What follows belongs to an exercise in optimizing a design on an open flow for small area and a short achievable clock period; a production flow would make more cautious choices.
Only simulation tests tie the RTL to the original design; equivalence was not proved.
Power and IR drop assume default switching activity.

== exp/cedar ==
// intron_rx_framer
module intron_rx_framer (
    input  wire         clk,
    input  wire         rst,             
    input  wire         soft_reset,      
    input  wire [47:0]  intron_sess,     
    input  wire         rx_valid,
    input  wire [7:0]   rx_data,
    input  wire         alloc_ok,        
    input  wire         cas_valid,
    input  wire [3:0]   cas_old,
    input  wire [3:0]   cas_new,
    input  wire         activity_clr,    
    input  wire         query_valid,     
    input  wire [7:0]   query_idx,
    input  wire         ap_take,         
    output reg  [3:0]   mode,
    output reg          cas_ok,
    output reg          associated,
    output reg          activity,
    output reg          mac_valid,
    output reg  [47:0]  mac,
    output reg  [7:0]   ap_count,
    output reg          ap_valid,
    output reg  [7:0]   ap_index,
    output reg  [127:0] ap_info,
    output reg          pkt_start,
    output wire [15:0]  pkt_len,
    output reg          pkt_wr,
    output wire [7:0]   pkt_data,
    output reg          pkt_end,
    output reg          pkt_good,
    output reg          evt_valid,
    output reg  [2:0]   evt_code,
    output wire [7:0]   evt_type,
    output wire [15:0]  evt_size
);
Size in the first run: about 440 flip-flops, roughly 340 I/O pins, roughly 0.020 mm2 of cells after synthesis.
export LEC_CHECK = 0
export ABC_AREA = 1
export CAP_MARGIN = 20
export CORE_MARGIN = 2
export CORE_UTILIZATION = 50
export CTS_BUF_LIST = sky130_fd_sc_hd__clkbuf_16
export CTS_CLUSTER_DIAMETER = 100
export CTS_CLUSTER_SIZE = 30
export PLACE_DENSITY = 0.7
export SETUP_SLACK_MARGIN = 5
export SLEW_MARGIN = 20
export SYNTH_HIERARCHICAL = 1
export SYNTH_MINIMUM_KEEP_SIZE = 0
create_clock -name core_clock -period 8.0 [get_ports {clk}]
standard.sh (not shown) runs the stock make flow with config.mk's settings and CLKGATE_MAP_FILE= SYNTH_SCRIPT=/design/flow/synth_recipe.tcl, a recipe that flattens the netlist after the stock synthesis.
==> flow/flow/run.sh <==
#!/bin/bash
# Standard layout, with the smallest buffer on every port.
set -euo pipefail
bash standard.sh "BUFFER_PORTS_ARGS=-buffer_cell sky130_fd_sc_hd__buf_1" finish > standard.log 2>&1
[inputs] exp/quartz vs exp/cedar
Settings: a deleted SYNTH_MINIMUM_KEEP_SIZE that had been 0; a deleted SYNTH_HIERARCHICAL that had been 1; a change of PLACE_DENSITY from 0.7 to 0.65; an added TNS_END_PERCENT of 30.
==> comparison <==
- Compared with exp/cedar, in exp/quartz portion of total power attributed to combinational logic now smaller, signed area change from the synthesized netlist to the final layout now smaller, least setup slack across all paths after layout now smaller, largest stage delay on the critical path now smaller, via total after detailed routing now smaller.
- For exp/cedar, the worst setup path startpoint was rx_data[0], unlike exp/quartz, where it was rx_data[1].
- Higher sequential share of layout area among exp/quartz and exp/cedar: exp/quartz
- exp/cedar was larger in final cell area than exp/quartz.
> inputs changed (exp/quartz -> exp/sierra)
Settings: an added SYNTH_HIERARCHICAL of 1; a change of CTS_CLUSTER_SIZE from 30 to 25; a change of CTS_CLUSTER_DIAMETER from 100 to 60; a deleted TNS_END_PERCENT that had been 30; an added SYNTH_MINIMUM_KEEP_SIZE of 0.
Findings:
- exp/quartz → exp/sierra: count of placed standard cells including taps rose 6.7%; global-route track usage on met3 shows an increase of 1.1 points.
- Between exp/quartz and exp/sierra, overall fraction of global-route tracks in use increased.
- Changes observed in exp/sierra relative to exp/quartz: clock network area share grew by 2.2 points, global-route wire length before repair went up by about 2.4%, DRC violations left shows no meaningful change, cell area after technology mapping went up by 3.3%.
- Diff exp/quartz -> exp/sierra: simple-gate share of the synthesized area increased by 0.46 points relative to the old numbers; average vias per placed instance shows a reduction of 0.63%; wire length now larger.
- Relative to exp/quartz, final RePlAce weighted congestion has decreased by about 0.4% in exp/sierra.
Here is what was changed in the inputs of exp/indigo compared with exp/sierra.
Settings: changing CTS_CLUSTER_DIAMETER from 60 to 100; changing CORE_UTILIZATION from 50 to 45; changing CTS_CLUSTER_SIZE from 25 to 30.
exp/indigo completed end to end with timing, DRC and antenna clean.
exp/sierra -> exp/indigo: worst clock skew flat
Relative to exp/sierra, the internal power of the cells of exp/indigo is lower by 390 uW.
Initial standard-cell utilization of the core ends up lower on exp/indigo.


== run A ==
intron_rx_framer, a different RTL version from the one above (not shown whole).
For scale: roughly 1300 cells after synthesis, roughly 440 flip-flops, roughly 340 I/O pins, about 0.019 mm2 of cells after synthesis.
Settings: LEC_CHECK=0, CAP_MARGIN=20, CORE_MARGIN=2, CORE_UTILIZATION=60, PLACE_DENSITY=0.7, SETUP_SLACK_MARGIN=5, SLEW_MARGIN=20; clock period 8.0 ns.
run.sh (not shown) runs the stock make flow with config.mk's settings and CLKGATE_MAP_FILE= SYNTH_SCRIPT=/design/flow/synth_recipe.tcl, a recipe that flattens the netlist after the stock synthesis.
Stock flow here: none of the scripts above is used.
Run A ended with every stage complete and zero timing, DRC or antenna violations.
### run A -> run B
Settings: swapping 0.7 for 0.6 in PLACE_DENSITY; clearing SETUP_SLACK_MARGIN, which used to be 5; swapping 60 for 40 in CORE_UTILIZATION.
## What came out
- Fraction of power consumed by the clock network across run B and run A: no real change.
- Run B against run A: slack of the worst reg-to-reg path shows a reduction of 0.85 ns, number of global-route vias before repair shows a reduction of 15%, total power shows a reduction of 0.13 mW, multi-input gate count shows a reduction of 5, minimum setup slack after placement shows a reduction of 0.25 ns.
- Compared with run A, run B degrades final worst setup slack.
- Run B ends up with higher total iterations of the first detailed-routing run than run A does.
- Re final-stage net count: run B and run A aren't equal, and the higher value belongs to run A.
- Area of the multi-input gates, run B vs run A: down by more than 10%
### run B -> run C
Settings: CORE_UTILIZATION changed from 40 to 60; PLACE_DENSITY changed from 0.6 to 0.7; SETUP_SLACK_MARGIN newly set to 5.
==> flow/flow/run.sh (new file) <==
#!/bin/bash
# Standard layout, with the smallest buffer on every port.
set -euo pipefail
bash standard.sh "BUFFER_PORTS_ARGS=-buffer_cell sky130_fd_sc_hd__buf_1" finish > standard.log 2>&1
==> flow/standard.sh (new file) <==
#!/bin/bash
# synth_recipe.tcl (not shown) runs the flow's synth.tcl, then flattens the netlist and writes it again
# the make line also repeats each setting of config.mk as NAME=value (left out here)
make -C /OpenROAD-flow-scripts/flow DESIGN_CONFIG=/design/flow/config.mk WORK_HOME=/design/flow/orfs CLKGATE_MAP_FILE= SYNTH_SCRIPT=/design/flow/synth_recipe.tcl "${@:-finish}"
removed: flow/run.sh
Findings:
Run C reached the final stage; the timing, design-rule and antenna checks on its layout passed. Run B: all stages complete, timing, DRC and antenna checks passed. When run C is set beside run B, its combinational power turns out to be about 8% larger. Per the comparison of run C with run B, power fell by 2.7%; buffer count excluding the clock tree in the final layout rose by 34%; flip-flop and latch share of the layout cell area fell by 0.60 points; number of clock-tree buffers in the layout rose by 2; critical path depth rose by 5. Required time reported for the critical path endpoint, run B and run C: lower on run B. Compared run C vs run B, and horizontal die dimension is down in run C. Across both runs, post-route fraction of the period consumed by the critical path was lower for run C than for run B. Run C vs. run B: slew at the pin closest to its max-slew limit now smaller; met3 layer wire length in the routed design shows an increase of about 60%.
Edits applied to the flow inputs when going from run C to run D:
Settings: an added ABC_CLOCK_PERIOD_IN_PS of 2500; an added CTS_BUF_LIST of sky130_fd_sc_hd__clkbuf_4 sky130_fd_sc_hd__clkbuf_8.
==> flow/run.sh (new file) <==
#!/bin/bash
# synth_recipe.tcl (not shown) runs the flow's synth.tcl, then flattens the netlist and writes it again
# the make line also repeats each setting of config.mk as NAME=value (left out here)
make -C /OpenROAD-flow-scripts/flow DESIGN_CONFIG=/design/flow/config.mk WORK_HOME=/design/flow/orfs CLKGATE_MAP_FILE= SYNTH_SCRIPT=/design/flow/synth_recipe.tcl finish
removed: flow/flow/run.sh
removed: flow/standard.sh
Notes after the runs:
Run D improves on run C in maximum achievable frequency. Of run D and run C, the run reporting the higher met1 global-route usage was run C. Looking at uppermost layer routed, the met5 result is from run D; the met4 one comes from run C. Looking at global-route wire length before repair, run D sits below run C.


intron_rx_framer, a different RTL version from the one above (not shown whole).
For scale: roughly 1600 cells after synthesis, roughly 440 flip-flops, ~340 I/O pins, about 19000 um2 of cells after synthesis.
Design intron_rx_framer, start of the top module:
module intron_rx_framer (
    input  wire         clk,
    input  wire         rst,             
    input  wire         soft_reset,      
    input  wire [47:0]  intron_sess,     
    input  wire         rx_valid,
    input  wire [7:0]   rx_data,
    input  wire         alloc_ok,        
    input  wire         cas_valid,
    input  wire [3:0]   cas_old,
    input  wire [3:0]   cas_new,
    input  wire         activity_clr,    
    input  wire         query_valid,     
    input  wire [7:0]   query_idx,
    input  wire         ap_take,         
    output reg  [3:0]   mode,
    output reg          cas_ok,
    output reg          associated,
    output reg          activity,
    output reg          mac_valid,
    output reg  [47:0]  mac,
    output reg  [7:0]   ap_count,
    output reg          ap_valid,
    output reg  [7:0]   ap_index,
    output reg  [127:0] ap_info,
    output reg          pkt_start,
    output wire [15:0]  pkt_len,
    output reg          pkt_wr,
    output wire [7:0]   pkt_data,
    output reg          pkt_end,
    output reg          pkt_good,
    output reg          evt_valid,
    output reg  [2:0]   evt_code,
    output wire [7:0]   evt_type,
    output wire [15:0]  evt_size
);
export LEC_CHECK = 0
export ABC_AREA = 1
export CAP_MARGIN = 20
export CORE_MARGIN = 2
export CORE_UTILIZATION = 50
export CTS_BUF_LIST = sky130_fd_sc_hd__clkbuf_16
export CTS_CLUSTER_DIAMETER = 100
export CTS_CLUSTER_SIZE = 30
export PLACE_DENSITY = 0.6
export SLEW_MARGIN = 20
export SYNTH_HIERARCHICAL = 1
export SYNTH_MINIMUM_KEEP_SIZE = 0
create_clock -name core_clock -period 8.0 [get_ports {clk}]
standard.sh (not shown) runs the stock make flow with config.mk's settings and CLKGATE_MAP_FILE= SYNTH_SCRIPT=/design/flow/synth_recipe.tcl, a recipe that flattens the netlist after the stock synthesis.
==> flow/flow/run.sh <==
#!/bin/bash
# Standard layout, with the smallest buffer on every port and a timing-repair
# target of 5.3 ns setup slack.
set -euo pipefail
bash standard.sh "BUFFER_PORTS_ARGS=-buffer_cell sky130_fd_sc_hd__buf_1" SETUP_SLACK_MARGIN=5.3 finish > standard.log 2>&1
Edit:
==> flow/flow/run.sh (replaced) <==
#!/bin/bash
# Standard layout, with the smallest buffer on every port.
set -euo pipefail
bash standard.sh "BUFFER_PORTS_ARGS=-buffer_cell sky130_fd_sc_hd__buf_1" finish > standard.log 2>&1
--- a/flow/config.mk
+++ b/flow/config.mk
@@ -13,4 +13,5 @@
 export CTS_CLUSTER_DIAMETER = 100
-export CTS_CLUSTER_SIZE = 30
-export PLACE_DENSITY = 0.6
+export CTS_CLUSTER_SIZE = 26
+export PLACE_DENSITY = 0.65
+export SETUP_SLACK_MARGIN = 5
 export SLEW_MARGIN = 20
After rerunning: Via count is lower by 4.8%. Clock-buffer cell count climbs by 1. Register-to-register slack improves by 0.06 ns. Utilization is lower by 5.9 points. Combinational power goes down by about 20%. Routed wire length falls by 8.3%. Power went down by 2.3%.
Edit:
==> flow/flow/run.sh (replaced) <==
#!/bin/bash
# Standard layout, with the smallest buffer on every port and a timing-repair
# target of 5.6 ns setup slack.
set -euo pipefail
bash standard.sh "BUFFER_PORTS_ARGS=-buffer_cell sky130_fd_sc_hd__buf_1" SETUP_SLACK_MARGIN=5.6 finish > standard.log 2>&1
--- a/flow/config.mk
+++ b/flow/config.mk
@@ -13,5 +13,4 @@
 export CTS_CLUSTER_DIAMETER = 100
-export CTS_CLUSTER_SIZE = 26
-export PLACE_DENSITY = 0.65
-export SETUP_SLACK_MARGIN = 5
+export CTS_CLUSTER_SIZE = 30
+export PLACE_DENSITY = 0.6
 export SLEW_MARGIN = 20
Effect: The new run produced a clean layout. Combinational power goes up by well over a third. Flip-flop and latch count stays the same. First-iteration DRC count goes down by roughly a tenth. Routed wire length goes up by roughly a tenth. Final cell count goes up by a few percent. Setup slack is better by 0.092 ns. Register-to-register slack hardly moves. Non-clock buffer count goes up by 124. Clock power is about the same. Clock-buffer cell count goes down by 1.
Edit:
==> flow/flow/run.sh (replaced) <==
#!/bin/bash
# Standard layout, with the smallest buffer on every port.
set -euo pipefail
bash standard.sh "BUFFER_PORTS_ARGS=-buffer_cell sky130_fd_sc_hd__buf_1" finish > standard.log 2>&1
--- a/flow/config.mk
+++ b/flow/config.mk
@@ -14,3 +14,4 @@
 export CTS_CLUSTER_SIZE = 30
-export PLACE_DENSITY = 0.6
+export PLACE_DENSITY = 0.65
+export SETUP_SLACK_MARGIN = 5
 export SLEW_MARGIN = 20
@@ -18 +19,2 @@
 export SYNTH_MINIMUM_KEEP_SIZE = 0
+export TNS_END_PERCENT = 30
Sequential share of layout area increases by 7.3 points. Clock-buffer cell count goes down by 2. Cell area fell by 13%. Setup slack gets worse by 0.15 ns. Cell count goes down by 5.2%. Global-route usage fell by 2.9 points. Via count goes down by 5.7%.
Edit:
--- a/flow/config.mk
+++ b/flow/config.mk
@@ -14,2 +14,3 @@
 export CTS_CLUSTER_SIZE = 30
+export GPL_ROUTABILITY_DRIVEN = 0
 export PLACE_DENSITY = 0.65
@@ -19,2 +20 @@
 export SYNTH_MINIMUM_KEEP_SIZE = 0
-export TNS_END_PERCENT = 30
Sequential power is about the same.
Clock skew increases by 0.0041 ns.
Sequential cell count is unchanged.
Final area is about the same.
Non-clock buffer count is lower by 5.
Edit:
--- a/flow/config.mk
+++ b/flow/config.mk
@@ -10,3 +10,3 @@
 export CORE_MARGIN = 2
-export CORE_UTILIZATION = 50
+export CORE_UTILIZATION = 40
 export CTS_BUF_LIST = sky130_fd_sc_hd__clkbuf_16
@@ -14,3 +14,2 @@
 export CTS_CLUSTER_SIZE = 30
-export GPL_ROUTABILITY_DRIVEN = 0
 export PLACE_DENSITY = 0.65
Outcome: The new run went through all stages and came out clean; total power fell by 1.2%; global-route usage shrinks by 3.4 points; worst setup slack gets worse by 0.046 ns.


## build 63
intron_rx_framer with an RTL version that a note above also has.
For scale: about 440 flip-flops, ~340 I/O pins.
export LEC_CHECK = 0
export CAP_MARGIN = 20
export CORE_MARGIN = 2
export CORE_UTILIZATION = 50
export CTS_BUF_LIST = sky130_fd_sc_hd__clkbuf_16
export CTS_CLUSTER_DIAMETER = 60
export CTS_CLUSTER_SIZE = 25
export PLACE_DENSITY = 0.65
export SETUP_SLACK_MARGIN = 5
export SLEW_MARGIN = 20
export SYNTH_HIERARCHICAL = 1
export SYNTH_MINIMUM_KEEP_SIZE = 0
create_clock -name core_clock -period 8.0 [get_ports {clk}]
==> flow/flow/run.sh <==
#!/bin/bash
# Standard layout, with the smallest buffer on every port.
set -euo pipefail
bash standard.sh "BUFFER_PORTS_ARGS=-buffer_cell sky130_fd_sc_hd__buf_1" finish > standard.log 2>&1
Here is what was changed in the inputs of build 48 compared with build 63.
- CTS_CLUSTER_DIAMETER: 60 -> 100
- ABC_AREA: unset -> 1
- CTS_CLUSTER_SIZE: 25 -> 30
- TNS_END_PERCENT: unset -> 10
Findings:
- Build 48 vs. build 63: global routing usage summed across all routing layers saw a decrease, average instance area after synthesis shows a reduction of 15%, met1 track demand over resource decreased 2.8 points, area of all placed cells without fillers fell by 6.0%.
- Of the two values seen for capture point of the worst path, ap_info[116]$_DFFE_PP_ was produced by build 63 and evt_size[6] by build 48.
- Starting density of the core in build 48 vs build 63: down 0.54 points
For build 46, these inputs were changed with respect to build 48:
- a change of PLACE_DENSITY from 0.65 to 0.55
- a deleted TNS_END_PERCENT that had been 10
Findings:
- Lower share of power burned in combinational logic among build 48 and build 46: build 48
- Global router's overall resource usage ended up 1.1 points higher on build 46 than on build 48.
- Between build 48 and build 46, the difference in total power draw is negligible.
- Clock network fraction of total power in build 46 is 1.1 points lower than in build 48
- Compared with build 48, build 46 ends up with a larger final cell area.
- Build 48 and build 46 ended up with nearly the same multi-input logic cell count.
- Synthesis-to-finish area growth sits higher in build 46 than in build 48.
- Diff build 48 -> build 46 | largest net degree at the start of global routing | down by a few percent
- Compare build 48 and build 46 | routed wire length per instance lower: build 48
diff inputs: build 46 => build 76
- clearing SYNTH_MINIMUM_KEEP_SIZE, which used to be 0
- swapping 0.55 for 0.65 in PLACE_DENSITY
- clearing SYNTH_HIERARCHICAL, which used to be 1
### Flow results
Compared build 76 vs build 46, and fmax is down in build 76. Lower die outline area among build 76 and build 46: build 76. Area added between synthesis and finish is lower on build 76. Of the two values seen for termination of the worst setup path, ap_info[112]$_DFFE_PP_ was produced by build 76 and ap_info[20]$_DFFE_PP_ by build 46. Build 76 against build 46: initial standard-cell utilization of the core went up, least setup slack across all paths after layout went down. Looking at switching share of power, build 76 sits below build 46.
Setup changes, build 76 to build 27
- putting SYNTH_HIERARCHICAL at 1 where nothing was set
- putting SYNTH_MINIMUM_KEEP_SIZE at 0 where nothing was set
[summary]
NOTE total half-perimeter wirelength after legalization and detailed placement build 76->build 27 increased slightly. Endpoint of the worst setup timing path: crc[16]$_DFFE_PP_ -> build 27, ap_info[112]$_DFFE_PP_ -> build 76. Going from build 76 to build 27, gate count after technology mapping grows by about 10%. Post-layout minimum cycle time delta for build 27 relative to build 76: 0.095 ns lower. The sequential share of layout area number comes out higher for build 76 vs build 27. ~same layout cell share with drive strength beyond 1 in build 76 and build 27. Changes observed in build 27 relative to build 76: power after layout now larger; fmax higher; combinational power rose about 12%.

==> afterwards: timing with drivers on the ports <==
The flow's constraints put no driver on any port. The routed layouts listed below were extracted and timed again, unchanged, in two steps. Step 1 sets driving cells, clkbuf_16 on the clock port and buf_2 on the other inputs (assumed; they add their load-dependent delay and slew). Step 2 adds t to the input delays and takes it off the output delays; t is the mean of the earliest and latest rising clock arrival at the registers after step 1. Input paths then give back, and output paths get back, about the clock's delay inside the block. Slacks: no drivers / after step 1 / after step 2; pairs: no drivers / after step 1.
run	t, ns	slack for setup (ns)	latest minus earliest clock arrival (ns)	worst data-port slew with drivers (ns)
exp/cedar	0.594	4.939 / 4.940 / 4.346	0.028 / 0.028	0.07
exp/quartz	0.589	4.923 / 4.919 / 4.329	0.025 / 0.025	0.08
exp/sierra	0.603	4.985 / 4.995 / 4.408	0.041 / 0.040	0.07
exp/indigo	0.600	4.972 / 4.950 / 4.350	0.038 / 0.038	0.10
run A	0.605	3.989 / 4.005 / 3.400	0.029 / 0.030	0.11
run B	0.623	2.557 / 2.585 / 1.962	0.022 / 0.022	0.09
run C	0.599	3.937 / 3.937 / 3.437	0.021 / 0.021	0.09
run D	0.642	4.034 / 4.049 / 3.407	0.054 / 0.054	0.11
the first run of note 3	0.597	5.002 / 5.002 / 4.430	0.032 / 0.032	0.07
the second run of note 3	0.594	4.973 / 4.994 / 4.403	0.016 / 0.016	0.07
the third run of note 3	0.594	5.065 / 5.053 / 4.459	0.032 / 0.032	0.07
the fourth run of note 3	0.591	4.916 / 4.951 / 4.362	0.022 / 0.022	0.04
the fifth run of note 3	0.589	5.040 / 5.004 / 4.488	0.026 / 0.026	0.07
the sixth run of note 3	0.600	4.994 / 4.981 / 4.430	0.025 / 0.026	0.09
build 63	0.645	4.879 / 4.883 / 4.238	0.026 / 0.026	0.09
build 48	0.607	4.959 / 4.905 / 4.383	0.036 / 0.035	0.07
build 46	0.586	5.001 / 4.998 / 4.430	0.025 / 0.026	0.06
build 76	0.579	4.927 / 4.951 / 4.372	0.037 / 0.037	0.05
build 27	0.589	5.022 / 4.982 / 4.443	0.030 / 0.030	0.06
After both steps setup and hold are still met in every run listed. For build 63, which loses most, drivers alone change the setup slack by +0.004 ns; drivers and shift together by -0.641 ns.
